This design comes from an exercise in tuning for small area, a short achievable clock period and few clock cycles on the open sky130 flow, not from production work.
At most, simulation tests tie the RTL to the original design; equivalence was not proved.
Power figures rest on the tool's default switching activity, not on a simulated workload.

==> 07-15 <==
==> flow/design.v <==
module frame_decoder (
    input  wire       clk,
    input  wire       rst,
    input  wire       rx_valid,
    input  wire [7:0] rx_data,
    output wire       rx_ready,
    output reg        fr_valid,
    output reg        fr_sof,
    output reg        fr_eof,
    output reg  [7:0] fr_data,
    output reg        err_valid,
    output reg  [1:0] err_code,
    output wire [7:0] err_info
);
    localparam BUF_CAP = 128;           
    localparam N       = BUF_CAP + 2;   
    localparam VD      = 6;             
    localparam VW      = 3;             
    reg  [8*N-1:0] ring;
    wire [7:0]     rdat = ring[8*N-1 -: 8];    
    function [7:0] lf_fwd;
        input [7:0] s;
        lf_fwd = {s[6:0], s[7] ^ s[5] ^ s[4] ^ s[3]};
    endfunction
    function [7:0] lf_back;
        input [7:0] s;
        lf_back = {s[0] ^ s[6] ^ s[5] ^ s[4], s[7:1]};
    endfunction
    function [7:0] lf_steps;    
        input [7:0] s;
        input integer k;
        integer i;
        begin
            lf_steps = s;
            for (i = 0; i < k; i = i + 1) lf_steps = lf_fwd(lf_steps);
            for (i = 0; i < -k; i = i + 1) lf_steps = lf_back(lf_steps);
        end
    endfunction
    localparam [7:0] LZ    = 8'h01;                  
    localparam [7:0] LONE  = lf_steps(LZ, 1);        
    localparam [7:0] LNM1  = lf_steps(LZ, N - 1);    
    localparam [7:0] LWAIT = lf_steps(LZ, -(N - 1));  
    localparam [7:0] LONE_BACK = lf_steps(LZ, -1);     
    reg  [7:0] d;       
    reg        d0;      
    reg  [7:0] e;       
    reg        e0;      
    reg  [7:0] cnt;     
    reg        full;    
    reg        empty;   
    reg  [VD-1:0] vq;   
    reg  [VW-1:0] vcnt;
    reg           vempty, vfull;
    reg         w_size, w_sizehi, w_cmd, w_pay, w_chk;
    reg  [7:0]  acc;        
    reg  [14:0] rem;        
    reg         rem1;       
    reg         nost;       
    reg         rdy;        
    reg         r_size, r_sizehi, r_cmd, r_pay, r_chk;
    reg  [7:0]  rrem;
    reg         reof;       
    reg         rhz;        
    reg         rout;       
    assign rx_ready = rdy;
    assign err_info = acc;
    wire rd     = e0 & ~empty & ~(r_cmd & vempty);
    wire wr_ok  = d0 & (~full | rd);
    wire take   = rx_valid & rdy;
    wire nskip  = (w_pay | w_chk) & nost;
    wire wr     = w_size ? wr_ok : (take & ~nskip);
    wire [7:0] wdata = (take & ~(w_cmd & nost)) ? rx_data : 8'h00;
    wire [7:0] acc_in   = w_size ? 8'h00 : acc;
    wire [7:0] acc_next = acc_in ^ rx_data;
    wire [7:0] acc_tk   = acc_in ^ (rx_data & {8{take}});
    wire       acc_nz   = |acc_next;
    wire       dat_z    = ~|rx_data;
    wire vpush = take & w_chk & ~nost;
    wire vpop  = rd & r_cmd;
    always @(posedge clk)
        ring <= {ring[8*N-9:0], wr ? wdata : rdat};
    wire d_is1   = (d == LONE_BACK);
    wire cnt_isN1 = (cnt == LNM1);
    wire cnt_is1 = (cnt == LONE);
    wire vcnt_isF1 = (vcnt == VD - 1);
    wire vcnt_is1 = (vcnt == 1);
    wire [7:0] d_n     = d0 ? LWAIT : lf_fwd(d);
    wire       d0_n    = d0 ? wr : d_is1;
    wire [7:0] e_n     = e0 ? LWAIT : lf_fwd(e);
    wire       e0_n    = e0 ? rd : (e == LONE_BACK);
    wire       up      = wr & ~rd;
    wire       dn      = rd & ~wr;
    wire [7:0] cnt_n   = up ? lf_fwd(cnt) : dn ? lf_back(cnt) : cnt;
    wire       full_n  = up ? cnt_isN1 : dn ? 1'b0 : full;
    wire       empty_n = dn ? cnt_is1 : up ? 1'b0 : empty;
    wire       vup      = vpush & ~vpop;
    wire       vdn      = vpop & ~vpush;
    wire [VW-1:0] vcnt_n = vup ? vcnt + 1'b1 : vdn ? vcnt - 1'b1 : vcnt;
    wire       vfull_n  = vup ? vcnt_isF1 : vdn ? 1'b0 : vfull;
    wire       vempty_n = vdn ? vcnt_is1 : vup ? 1'b0 : vempty;
    wire len0   = ~nost & dat_z;                   
    wire lenbig = nost | (rx_data > BUF_CAP + 1);  
    reg  w_size_n, w_sizehi_n, w_cmd_n, w_pay_n, w_chk_n, nost_n, rem1_n;
    reg  [14:0] rem_n;
    always @* begin
        w_size_n = w_size; w_sizehi_n = w_sizehi; w_cmd_n = w_cmd;
        w_pay_n = w_pay; w_chk_n = w_chk; nost_n = nost;
        rem_n = rem; rem1_n = rem1;
        if (take) begin
            if (w_size) begin
                rem_n  = {8'd0, rx_data[6:0]};
                rem1_n = (rx_data[6:0] == 7'd1);
                nost_n = rx_data[7] & (rx_data[6:0] != 7'd0);
                if (!dat_z) begin
                    w_size_n   = 1'b0;
                    w_cmd_n    = ~rx_data[7];
                    w_sizehi_n = rx_data[7];
                end
            end
            if (w_sizehi) begin
                rem_n      = {rem[6:0], rx_data};
                rem1_n     = ~nost & (rx_data == 8'd1);
                nost_n     = lenbig;
                w_sizehi_n = 1'b0;
                w_size_n   = len0;
                w_cmd_n    = ~len0;
            end
            if (w_cmd | w_pay) begin
                rem_n   = rem - 15'd1;
                rem1_n  = (rem == 15'd2);
                w_cmd_n = 1'b0;
                w_pay_n = ~rem1;
                w_chk_n = rem1;
            end
            if (w_chk) begin
                w_chk_n  = 1'b0;
                w_size_n = 1'b1;
                nost_n   = 1'b0;
            end
        end
    end
    wire rlen_ok = rhz & (rdat != 8'h00) & (rdat <= BUF_CAP + 1);
    reg  r_size_n, r_sizehi_n, r_cmd_n, r_pay_n, r_chk_n;
    always @* begin
        r_size_n = r_size; r_sizehi_n = r_sizehi; r_cmd_n = r_cmd;
        r_pay_n = r_pay; r_chk_n = r_chk;
        if (rd) begin
            if (r_size && rdat != 8'h00) begin
                r_size_n   = 1'b0;
                r_cmd_n    = ~rdat[7];
                r_sizehi_n = rdat[7];
            end
            if (r_sizehi) begin
                r_sizehi_n = 1'b0;
                r_cmd_n    = rlen_ok;
                r_size_n   = ~rlen_ok;
            end
            if (r_cmd | r_pay) begin
                r_cmd_n = 1'b0;
                r_pay_n = ~reof;
                r_chk_n = reof;
            end
            if (r_chk) begin
                r_chk_n  = 1'b0;
                r_size_n = 1'b1;
            end
        end
    end
    function rdy_f;
        input tk;
        reg wr_t, d0_t, up_t, dn_t, full_t, empty_t, vpush_t, vup_t, vdn_t;
        reg vfull_t, vempty_t, rd_t, wrok_t, paychk_t, szm_t;
        begin
            wr_t     = w_size ? wr_ok : (tk & ~nskip);
            d0_t     = d0 ? wr_t : d_is1;
            up_t     = wr_t & ~rd;
            dn_t     = rd & ~wr_t;
            full_t   = up_t ? cnt_isN1 : dn_t ? 1'b0 : full;
            empty_t  = dn_t ? cnt_is1 : up_t ? 1'b0 : empty;
            vpush_t  = tk & w_chk & ~nost;
            vup_t    = vpush_t & ~vpop;
            vdn_t    = vpop & ~vpush_t;
            vfull_t  = vup_t ? vcnt_isF1 : vdn_t ? 1'b0 : vfull;
            vempty_t = vdn_t ? vcnt_is1 : vup_t ? 1'b0 : vempty;
            rd_t     = e0_n & ~empty_t & ~(r_cmd_n & vempty_t);
            wrok_t   = d0_t & (~full_t | rd_t);
            paychk_t = tk ? (w_cmd | w_pay) : (w_pay | w_chk);
            szm_t    = w_size | (tk & (w_sizehi | w_chk));
            rdy_f    = (nost & paychk_t) | (wrok_t & ~(vfull_t & szm_t));
        end
    endfunction
    wire rdy_n   = take ? rdy_f(1'b1) : rdy_f(1'b0);
    always @(posedge clk) begin
        if (rst) begin
            d <= LZ;  d0 <= 1'b1;
            e <= LZ;  e0 <= 1'b1;
            cnt <= LZ; full <= 1'b0; empty <= 1'b1;
            vcnt <= 0; vfull <= 1'b0; vempty <= 1'b1;
            w_size <= 1'b1; w_sizehi <= 1'b0; w_cmd <= 1'b0; w_pay <= 1'b0; w_chk <= 1'b0;
            nost <= 1'b0;
            r_size <= 1'b1; r_sizehi <= 1'b0; r_cmd <= 1'b0; r_pay <= 1'b0; r_chk <= 1'b0;
            rdy <= 1'b1;
            fr_valid <= 1'b0;
            err_valid <= 1'b0;
        end else begin
            d <= d_n;  d0 <= d0_n;
            e <= e_n;  e0 <= e0_n;
            cnt <= cnt_n; full <= full_n; empty <= empty_n;
            vcnt <= vcnt_n; vfull <= vfull_n; vempty <= vempty_n;
            w_size <= w_size_n; w_sizehi <= w_sizehi_n; w_cmd <= w_cmd_n;
            w_pay <= w_pay_n; w_chk <= w_chk_n;
            nost <= nost_n;
            r_size <= r_size_n; r_sizehi <= r_sizehi_n; r_cmd <= r_cmd_n;
            r_pay <= r_pay_n; r_chk <= r_chk_n;
            rdy <= rdy_n;
            fr_valid  <= rd & ((r_cmd & vq[0]) | (r_pay & rout));
            err_valid <= take & ((w_sizehi & len0) | (w_chk & (acc_nz | nost)));
        end
    end
    always @(posedge clk) begin
        rem  <= rem_n;
        rem1 <= rem1_n;
        acc <= (take & w_sizehi & len0) ? 8'h00 : acc_tk;
        err_code <= w_chk ? (acc_nz ? 2'd1 : 2'd3) : 2'd2;
        fr_sof   <= r_cmd;
        fr_eof   <= reof;
        fr_data  <= rdat;
    end
    always @(posedge clk) begin : vfifo
        integer i;
        for (i = 0; i < VD; i = i + 1) begin
            if (vpop) begin
                if (vpush && vcnt == i + 1)
                    vq[i] <= ~acc_nz;
                else if (i < VD - 1)
                    vq[i] <= vq[i+1];
            end else if (vpush && vcnt == i)
                vq[i] <= ~acc_nz;
        end
    end
    always @(posedge clk) begin
        if (rd) begin
            if (r_size) begin
                rrem <= {1'b0, rdat[6:0]};
                reof <= (rdat[6:0] == 7'd1);
                rhz  <= (rdat[6:0] == 7'd0);
            end
            if (r_sizehi) begin
                rrem <= rdat;
                reof <= (rdat == 8'd1);
            end
            if (r_cmd | r_pay) begin
                rrem <= rrem - 8'd1;
                reof <= (rrem == 8'd2);
            end
            if (r_cmd)
                rout <= vq[0];
        end
    end
endmodule
==> flow/run.sh <==
#!/bin/bash
# synth_recipe.tcl (not shown) runs the flow's synth.tcl, then flattens the netlist and writes it again
# the make line also repeats each setting of config.mk as NAME=value (left out here)
make -C /OpenROAD-flow-scripts/flow DESIGN_CONFIG=/design/flow/config.mk WORK_HOME=/design/flow/orfs CLKGATE_MAP_FILE= SYNTH_SCRIPT=/design/flow/synth_recipe.tcl finish
==> flow/config.mk <==
export PLATFORM = sky130hd
export DESIGN_NAME = frame_decoder
export DESIGN_NICKNAME = frame_decoder
export VERILOG_FILES = /design/flow/design.v
export SDC_FILE = /design/flow/constraint.sdc
export NUM_CORES = 4
export LEC_CHECK = 0
export ABC_AREA = 1
export CAP_MARGIN = 20
export CORE_MARGIN = 2
export CORE_UTILIZATION = 60
export CTS_BUF_LIST = sky130_fd_sc_hd__clkbuf_16
export CTS_CLUSTER_DIAMETER = 70
export CTS_CLUSTER_SIZE = 32
export SETUP_SLACK_MARGIN = 3.6
export SLEW_MARGIN = 20
==> flow/constraint.sdc <==
create_clock -name core_clock -period 6.0 [get_ports {clk}]
set_input_delay 1.2000 -clock core_clock [delete_from_list [all_inputs] [get_ports {clk}]]
set_output_delay 1.2000 -clock core_clock [all_outputs]
set_load 0.01 [all_outputs]
==> inputs of 11-08, as changes to 07-15 <==
--- a/flow/design.v
+++ b/flow/design.v
@@ -19,27 +19,4 @@
     reg  [8*N-1:0] ring;
     wire [7:0]     rdat = ring[8*N-1 -: 8];    
-    function [7:0] lf_fwd;
-        input [7:0] s;
-        lf_fwd = {s[6:0], s[7] ^ s[5] ^ s[4] ^ s[3]};
-    endfunction
-    function [7:0] lf_back;
-        input [7:0] s;
-        lf_back = {s[0] ^ s[6] ^ s[5] ^ s[4], s[7:1]};
-    endfunction
-    function [7:0] lf_steps;    
-        input [7:0] s;
-        input integer k;
-        integer i;
-        begin
-            lf_steps = s;
-            for (i = 0; i < k; i = i + 1) lf_steps = lf_fwd(lf_steps);
-            for (i = 0; i < -k; i = i + 1) lf_steps = lf_back(lf_steps);
-        end
-    endfunction
-    localparam [7:0] LZ    = 8'h01;                  
-    localparam [7:0] LONE  = lf_steps(LZ, 1);        
-    localparam [7:0] LNM1  = lf_steps(LZ, N - 1);    
-    localparam [7:0] LWAIT = lf_steps(LZ, -(N - 1));  
-    localparam [7:0] LONE_BACK = lf_steps(LZ, -1);     
     reg  [7:0] d;       
     reg        d0;      
@@ -80,23 +57,18 @@
     always @(posedge clk)
         ring <= {ring[8*N-9:0], wr ? wdata : rdat};
-    wire d_is1   = (d == LONE_BACK);
-    wire cnt_isN1 = (cnt == LNM1);
-    wire cnt_is1 = (cnt == LONE);
-    wire vcnt_isF1 = (vcnt == VD - 1);
-    wire vcnt_is1 = (vcnt == 1);
-    wire [7:0] d_n     = d0 ? LWAIT : lf_fwd(d);
-    wire       d0_n    = d0 ? wr : d_is1;
-    wire [7:0] e_n     = e0 ? LWAIT : lf_fwd(e);
-    wire       e0_n    = e0 ? rd : (e == LONE_BACK);
+    wire [7:0] d_n     = d0 ? (wr ? 8'd0 : N - 1) : d - 8'd1;
+    wire       d0_n    = d0 ? wr : (d == 8'd1);
+    wire [7:0] e_n     = e0 ? (rd ? 8'd0 : N - 1) : e - 8'd1;
+    wire       e0_n    = e0 ? rd : (e == 8'd1);
     wire       up      = wr & ~rd;
     wire       dn      = rd & ~wr;
-    wire [7:0] cnt_n   = up ? lf_fwd(cnt) : dn ? lf_back(cnt) : cnt;
-    wire       full_n  = up ? cnt_isN1 : dn ? 1'b0 : full;
-    wire       empty_n = dn ? cnt_is1 : up ? 1'b0 : empty;
+    wire [7:0] cnt_n   = up ? cnt + 8'd1 : dn ? cnt - 8'd1 : cnt;
+    wire       full_n  = up ? (cnt == N - 1) : dn ? 1'b0 : full;
+    wire       empty_n = dn ? (cnt == 8'd1) : up ? 1'b0 : empty;
     wire       vup      = vpush & ~vpop;
     wire       vdn      = vpop & ~vpush;
     wire [VW-1:0] vcnt_n = vup ? vcnt + 1'b1 : vdn ? vcnt - 1'b1 : vcnt;
-    wire       vfull_n  = vup ? vcnt_isF1 : vdn ? 1'b0 : vfull;
-    wire       vempty_n = vdn ? vcnt_is1 : vup ? 1'b0 : vempty;
+    wire       vfull_n  = vup ? (vcnt == VD - 1) : vdn ? 1'b0 : vfull;
+    wire       vempty_n = vdn ? (vcnt == 1) : vup ? 1'b0 : vempty;
     wire len0   = ~nost & dat_z;                   
     wire lenbig = nost | (rx_data > BUF_CAP + 1);  
@@ -167,4 +139,9 @@
         end
     end
+    wire d_is1   = (d == 8'd1);
+    wire cnt_isN1 = (cnt == N - 1);
+    wire cnt_is1 = (cnt == 8'd1);
+    wire vcnt_isF1 = (vcnt == VD - 1);
+    wire vcnt_is1 = (vcnt == 1);
     function rdy_f;
         input tk;
@@ -193,7 +170,7 @@
     always @(posedge clk) begin
         if (rst) begin
-            d <= LZ;  d0 <= 1'b1;
-            e <= LZ;  e0 <= 1'b1;
-            cnt <= LZ; full <= 1'b0; empty <= 1'b1;
+            d <= 8'd0;  d0 <= 1'b1;
+            e <= 8'd0;  e0 <= 1'b1;
+            cnt <= 8'd0; full <= 1'b0; empty <= 1'b1;
             vcnt <= 0; vfull <= 1'b0; vempty <= 1'b1;
             w_size <= 1'b1; w_sizehi <= 1'b0; w_cmd <= 1'b0; w_pay <= 1'b0; w_chk <= 1'b0;
--- a/flow/config.mk
+++ b/flow/config.mk
@@ -7,4 +7,5 @@
 export LEC_CHECK = 0
 export ABC_AREA = 1
+export ABC_CLOCK_PERIOD_IN_PS = 2200
 export CAP_MARGIN = 20
 export CORE_MARGIN = 2
@@ -13,4 +14,4 @@
 export CTS_CLUSTER_DIAMETER = 70
 export CTS_CLUSTER_SIZE = 32
-export SETUP_SLACK_MARGIN = 3.6
+export SETUP_SLACK_MARGIN = 3.8
 export SLEW_MARGIN = 20
==> inputs of 04-25, as changes to 07-15 <==
--- a/flow/design.v
+++ b/flow/design.v
@@ -19,27 +19,4 @@
     reg  [8*N-1:0] ring;
     wire [7:0]     rdat = ring[8*N-1 -: 8];    
-    function [7:0] lf_fwd;
-        input [7:0] s;
-        lf_fwd = {s[6:0], s[7] ^ s[5] ^ s[4] ^ s[3]};
-    endfunction
-    function [7:0] lf_back;
-        input [7:0] s;
-        lf_back = {s[0] ^ s[6] ^ s[5] ^ s[4], s[7:1]};
-    endfunction
-    function [7:0] lf_steps;    
-        input [7:0] s;
-        input integer k;
-        integer i;
-        begin
-            lf_steps = s;
-            for (i = 0; i < k; i = i + 1) lf_steps = lf_fwd(lf_steps);
-            for (i = 0; i < -k; i = i + 1) lf_steps = lf_back(lf_steps);
-        end
-    endfunction
-    localparam [7:0] LZ    = 8'h01;                  
-    localparam [7:0] LONE  = lf_steps(LZ, 1);        
-    localparam [7:0] LNM1  = lf_steps(LZ, N - 1);    
-    localparam [7:0] LWAIT = lf_steps(LZ, -(N - 1));  
-    localparam [7:0] LONE_BACK = lf_steps(LZ, -1);     
     reg  [7:0] d;       
     reg        d0;      
@@ -65,13 +42,12 @@
     assign rx_ready = rdy;
     assign err_info = acc;
+    wire w_body = w_cmd | w_pay | w_chk;
     wire rd     = e0 & ~empty & ~(r_cmd & vempty);
     wire wr_ok  = d0 & (~full | rd);
     wire take   = rx_valid & rdy;
-    wire nskip  = (w_pay | w_chk) & nost;
-    wire wr     = w_size ? wr_ok : (take & ~nskip);
-    wire [7:0] wdata = (take & ~(w_cmd & nost)) ? rx_data : 8'h00;
+    wire wr     = w_size ? wr_ok : (take & ~(w_body & nost));
+    wire [7:0] wdata = take ? rx_data : 8'h00;
     wire [7:0] acc_in   = w_size ? 8'h00 : acc;
     wire [7:0] acc_next = acc_in ^ rx_data;
-    wire [7:0] acc_tk   = acc_in ^ (rx_data & {8{take}});
     wire       acc_nz   = |acc_next;
     wire       dat_z    = ~|rx_data;
@@ -80,23 +56,18 @@
     always @(posedge clk)
         ring <= {ring[8*N-9:0], wr ? wdata : rdat};
-    wire d_is1   = (d == LONE_BACK);
-    wire cnt_isN1 = (cnt == LNM1);
-    wire cnt_is1 = (cnt == LONE);
-    wire vcnt_isF1 = (vcnt == VD - 1);
-    wire vcnt_is1 = (vcnt == 1);
-    wire [7:0] d_n     = d0 ? LWAIT : lf_fwd(d);
-    wire       d0_n    = d0 ? wr : d_is1;
-    wire [7:0] e_n     = e0 ? LWAIT : lf_fwd(e);
-    wire       e0_n    = e0 ? rd : (e == LONE_BACK);
+    wire [7:0] d_n     = d0 ? (wr ? 8'd0 : N - 1) : d - 8'd1;
+    wire       d0_n    = d0 ? wr : (d == 8'd1);
+    wire [7:0] e_n     = e0 ? (rd ? 8'd0 : N - 1) : e - 8'd1;
+    wire       e0_n    = e0 ? rd : (e == 8'd1);
     wire       up      = wr & ~rd;
     wire       dn      = rd & ~wr;
-    wire [7:0] cnt_n   = up ? lf_fwd(cnt) : dn ? lf_back(cnt) : cnt;
-    wire       full_n  = up ? cnt_isN1 : dn ? 1'b0 : full;
-    wire       empty_n = dn ? cnt_is1 : up ? 1'b0 : empty;
+    wire [7:0] cnt_n   = up ? cnt + 8'd1 : dn ? cnt - 8'd1 : cnt;
+    wire       full_n  = up ? (cnt == N - 1) : dn ? 1'b0 : full;
+    wire       empty_n = dn ? (cnt == 8'd1) : up ? 1'b0 : empty;
     wire       vup      = vpush & ~vpop;
     wire       vdn      = vpop & ~vpush;
     wire [VW-1:0] vcnt_n = vup ? vcnt + 1'b1 : vdn ? vcnt - 1'b1 : vcnt;
-    wire       vfull_n  = vup ? vcnt_isF1 : vdn ? 1'b0 : vfull;
-    wire       vempty_n = vdn ? vcnt_is1 : vup ? 1'b0 : vempty;
+    wire       vfull_n  = vup ? (vcnt == VD - 1) : vdn ? 1'b0 : vfull;
+    wire       vempty_n = vdn ? (vcnt == 1) : vup ? 1'b0 : vempty;
     wire len0   = ~nost & dat_z;                   
     wire lenbig = nost | (rx_data > BUF_CAP + 1);  
@@ -167,33 +138,13 @@
         end
     end
-    function rdy_f;
-        input tk;
-        reg wr_t, d0_t, up_t, dn_t, full_t, empty_t, vpush_t, vup_t, vdn_t;
-        reg vfull_t, vempty_t, rd_t, wrok_t, paychk_t, szm_t;
-        begin
-            wr_t     = w_size ? wr_ok : (tk & ~nskip);
-            d0_t     = d0 ? wr_t : d_is1;
-            up_t     = wr_t & ~rd;
-            dn_t     = rd & ~wr_t;
-            full_t   = up_t ? cnt_isN1 : dn_t ? 1'b0 : full;
-            empty_t  = dn_t ? cnt_is1 : up_t ? 1'b0 : empty;
-            vpush_t  = tk & w_chk & ~nost;
-            vup_t    = vpush_t & ~vpop;
-            vdn_t    = vpop & ~vpush_t;
-            vfull_t  = vup_t ? vcnt_isF1 : vdn_t ? 1'b0 : vfull;
-            vempty_t = vdn_t ? vcnt_is1 : vup_t ? 1'b0 : vempty;
-            rd_t     = e0_n & ~empty_t & ~(r_cmd_n & vempty_t);
-            wrok_t   = d0_t & (~full_t | rd_t);
-            paychk_t = tk ? (w_cmd | w_pay) : (w_pay | w_chk);
-            szm_t    = w_size | (tk & (w_sizehi | w_chk));
-            rdy_f    = (nost & paychk_t) | (wrok_t & ~(vfull_t & szm_t));
-        end
-    endfunction
-    wire rdy_n   = take ? rdy_f(1'b1) : rdy_f(1'b0);
+    wire rd_n    = e0_n & ~empty_n & ~(r_cmd_n & vempty_n);
+    wire wr_ok_n = d0_n & (~full_n | rd_n);
+    wire w_body_n = w_cmd_n | w_pay_n | w_chk_n;
+    wire rdy_n   = (w_body_n & nost_n) | (wr_ok_n & ~(w_size_n & vfull_n));
     always @(posedge clk) begin
         if (rst) begin
-            d <= LZ;  d0 <= 1'b1;
-            e <= LZ;  e0 <= 1'b1;
-            cnt <= LZ; full <= 1'b0; empty <= 1'b1;
+            d <= 8'd0;  d0 <= 1'b1;
+            e <= 8'd0;  e0 <= 1'b1;
+            cnt <= 8'd0; full <= 1'b0; empty <= 1'b1;
             vcnt <= 0; vfull <= 1'b0; vempty <= 1'b1;
             w_size <= 1'b1; w_sizehi <= 1'b0; w_cmd <= 1'b0; w_pay <= 1'b0; w_chk <= 1'b0;
@@ -221,5 +172,6 @@
         rem  <= rem_n;
         rem1 <= rem1_n;
-        acc <= (take & w_sizehi & len0) ? 8'h00 : acc_tk;
+        if (take)
+            acc <= (w_sizehi & len0) ? 8'h00 : acc_next;
         err_code <= w_chk ? (acc_nz ? 2'd1 : 2'd3) : 2'd2;
         fr_sof   <= r_cmd;
==> flow/config.mk (replaced) <==
export PLATFORM = sky130hd
export DESIGN_NAME = frame_decoder
export DESIGN_NICKNAME = frame_decoder
export VERILOG_FILES = /design/flow/design.v
export SDC_FILE = /design/flow/constraint.sdc
export NUM_CORES = 4
export LEC_CHECK = 0
export ABC_AREA = 0
export ABC_CLOCK_PERIOD_IN_PS = 2500
export CAP_MARGIN = 20
export CORE_MARGIN = 2
export CORE_UTILIZATION = 40
export SETUP_SLACK_MARGIN = 3.5
export SLEW_MARGIN = 20
==> inputs of 04-21, as changes to 07-15 <==
--- a/flow/config.mk
+++ b/flow/config.mk
@@ -13,4 +13,5 @@
 export CTS_CLUSTER_DIAMETER = 70
 export CTS_CLUSTER_SIZE = 32
-export SETUP_SLACK_MARGIN = 3.6
+export PLACE_DENSITY = 0.75
+export SETUP_SLACK_MARGIN = 3.7
 export SLEW_MARGIN = 20
==> notes <==
The lowest global-route usage belongs to 04-25, the highest to 04-21.
Against 04-25, the area after synthesis of 07-15 is lower by about 0.8%.
Clock skew, lowest first: 07-15, 04-21, 11-08, 04-25.
Between 04-25 and 11-08, the lower synthesized cell count is in 04-25 (gap about 5%, measured against 11-08).
Flip-flop and latch count is the same in 04-21 and 04-25.
Of 04-21 and 11-08, 04-21 has the higher first-iteration DRC count (gap about 37%, measured against 11-08).
Via count, highest first: 04-25, 11-08, 04-21, 07-15.
The lowest final cell count belongs to 04-21, the highest to 04-25.
Of 07-15 and 11-08, 11-08 has the higher die area (gap 0.61%, measured against 11-08).
Of 04-21 and 07-15, 07-15 has the higher clock-buffer cell count (gap 3).
==> figures <==
| quantity | 04-21 | 04-25 | 07-15 | 11-08 |
|---|---|---|---|---|
| Run status | timing/DRC/antenna clean | timing/DRC/antenna clean | timing/DRC/antenna clean | timing/DRC/antenna clean |
| Met3 WL post-DR | 1602 µm | 1713 µm | 1176 µm | 1344 µm |
| Cells after Synth | 1709 | 1640 | 1709 | 1728 |
| Net Sw Power | 0.002634 W | 0.003163 W | 0.002651 W | 0.002923 W |
| Data arrival time of the critical path | 1.11 ns | 1.26 ns | 1.14 ns | 1.12 ns |
| Resize count post-CTS | 145 | 69 | 88 | 147 |
| RSZ-0062 raised after global routing | true | true | false | true |
| Number of buffers created by CTS | 42 | 103 | 45 | 44 |
| Buffers outside the clock class | 53 | 56 | 50 | 55 |
| Tap cell count | 585 | 855 | 585 | 585 |
| Count of clock buffers in the final design | 43 | 140 | 46 | 45 |
| Net count reported at finish | 1815 | 1807 | 1815 | 1845 |
| Clock network area share | 0.04086 | 0.1139 | 0.04690 | 0.04581 |
| Xor and xnor area share after synthesis | 0.007770 | 0.01675 | 0.007770 | 0.008393 |
| Endpoint, Worst Hold | ring[450] | ring[443] | ring[208] | ring[417] |
| Int Power | 0.009836 W | 0.01200 W | 0.009955 W | 0.01029 W |
| Final clock period utilization by the worst path | 0.3857 | 0.4096 | 0.3903 | 0.3859 |
| Instance area after placement | 26970 µm² | 27540 µm² | 26960 µm² | 27190 µm² |
| Net count of the mapped netlist | 1734 | 1672 | 1734 | 1760 |
| Count of multi-input gates | 450 | 448 | 450 | 474 |
| Slew HR | 0.3771 | 0.3285 | 0.3623 | 0.5897 |
Testbench counts of 07-15, summed over its fixed seeds: cycles 25,007.
Testbench counts of 04-21, summed over its fixed seeds: cycles 25,007.
For 11-08 and 04-25, only the layout was checked, not whether the RTL still works.

[re-timing with driven ports]
Ports are ideal in the flow. The routed layouts listed here were re-timed in OpenROAD. Step 1 sets driving cells, clkbuf_16 on the clock port and buf_2 on the other inputs (assumed; they add their load-dependent delay and slew). Step 2 times the ports against the registers' clock, not the clock port: input delays grow and output delays shrink by t, the midpoint of the rising clock arrivals with the driver on. a / b / c = ideal / step 1 / step 2; a / b = the first two.
run | shift t [ns] | slack for setup (ns) | pins driven straight from the clock port
07-15 | 0.643 | 3.658 / 3.606 / 3.063 | 1
11-08 | 0.656 | 3.685 / 3.627 / 3.232 | 1
04-25 | 0.693 | 3.542 / 3.484 / 2.928 | 1
04-21 | 0.643 | 3.686 / 3.632 / 3.174 | 1
After both steps every run listed still meets setup and hold. For 04-25, which loses most, drivers alone change the setup slack by -0.058 ns; drivers and shift together by -0.614 ns.
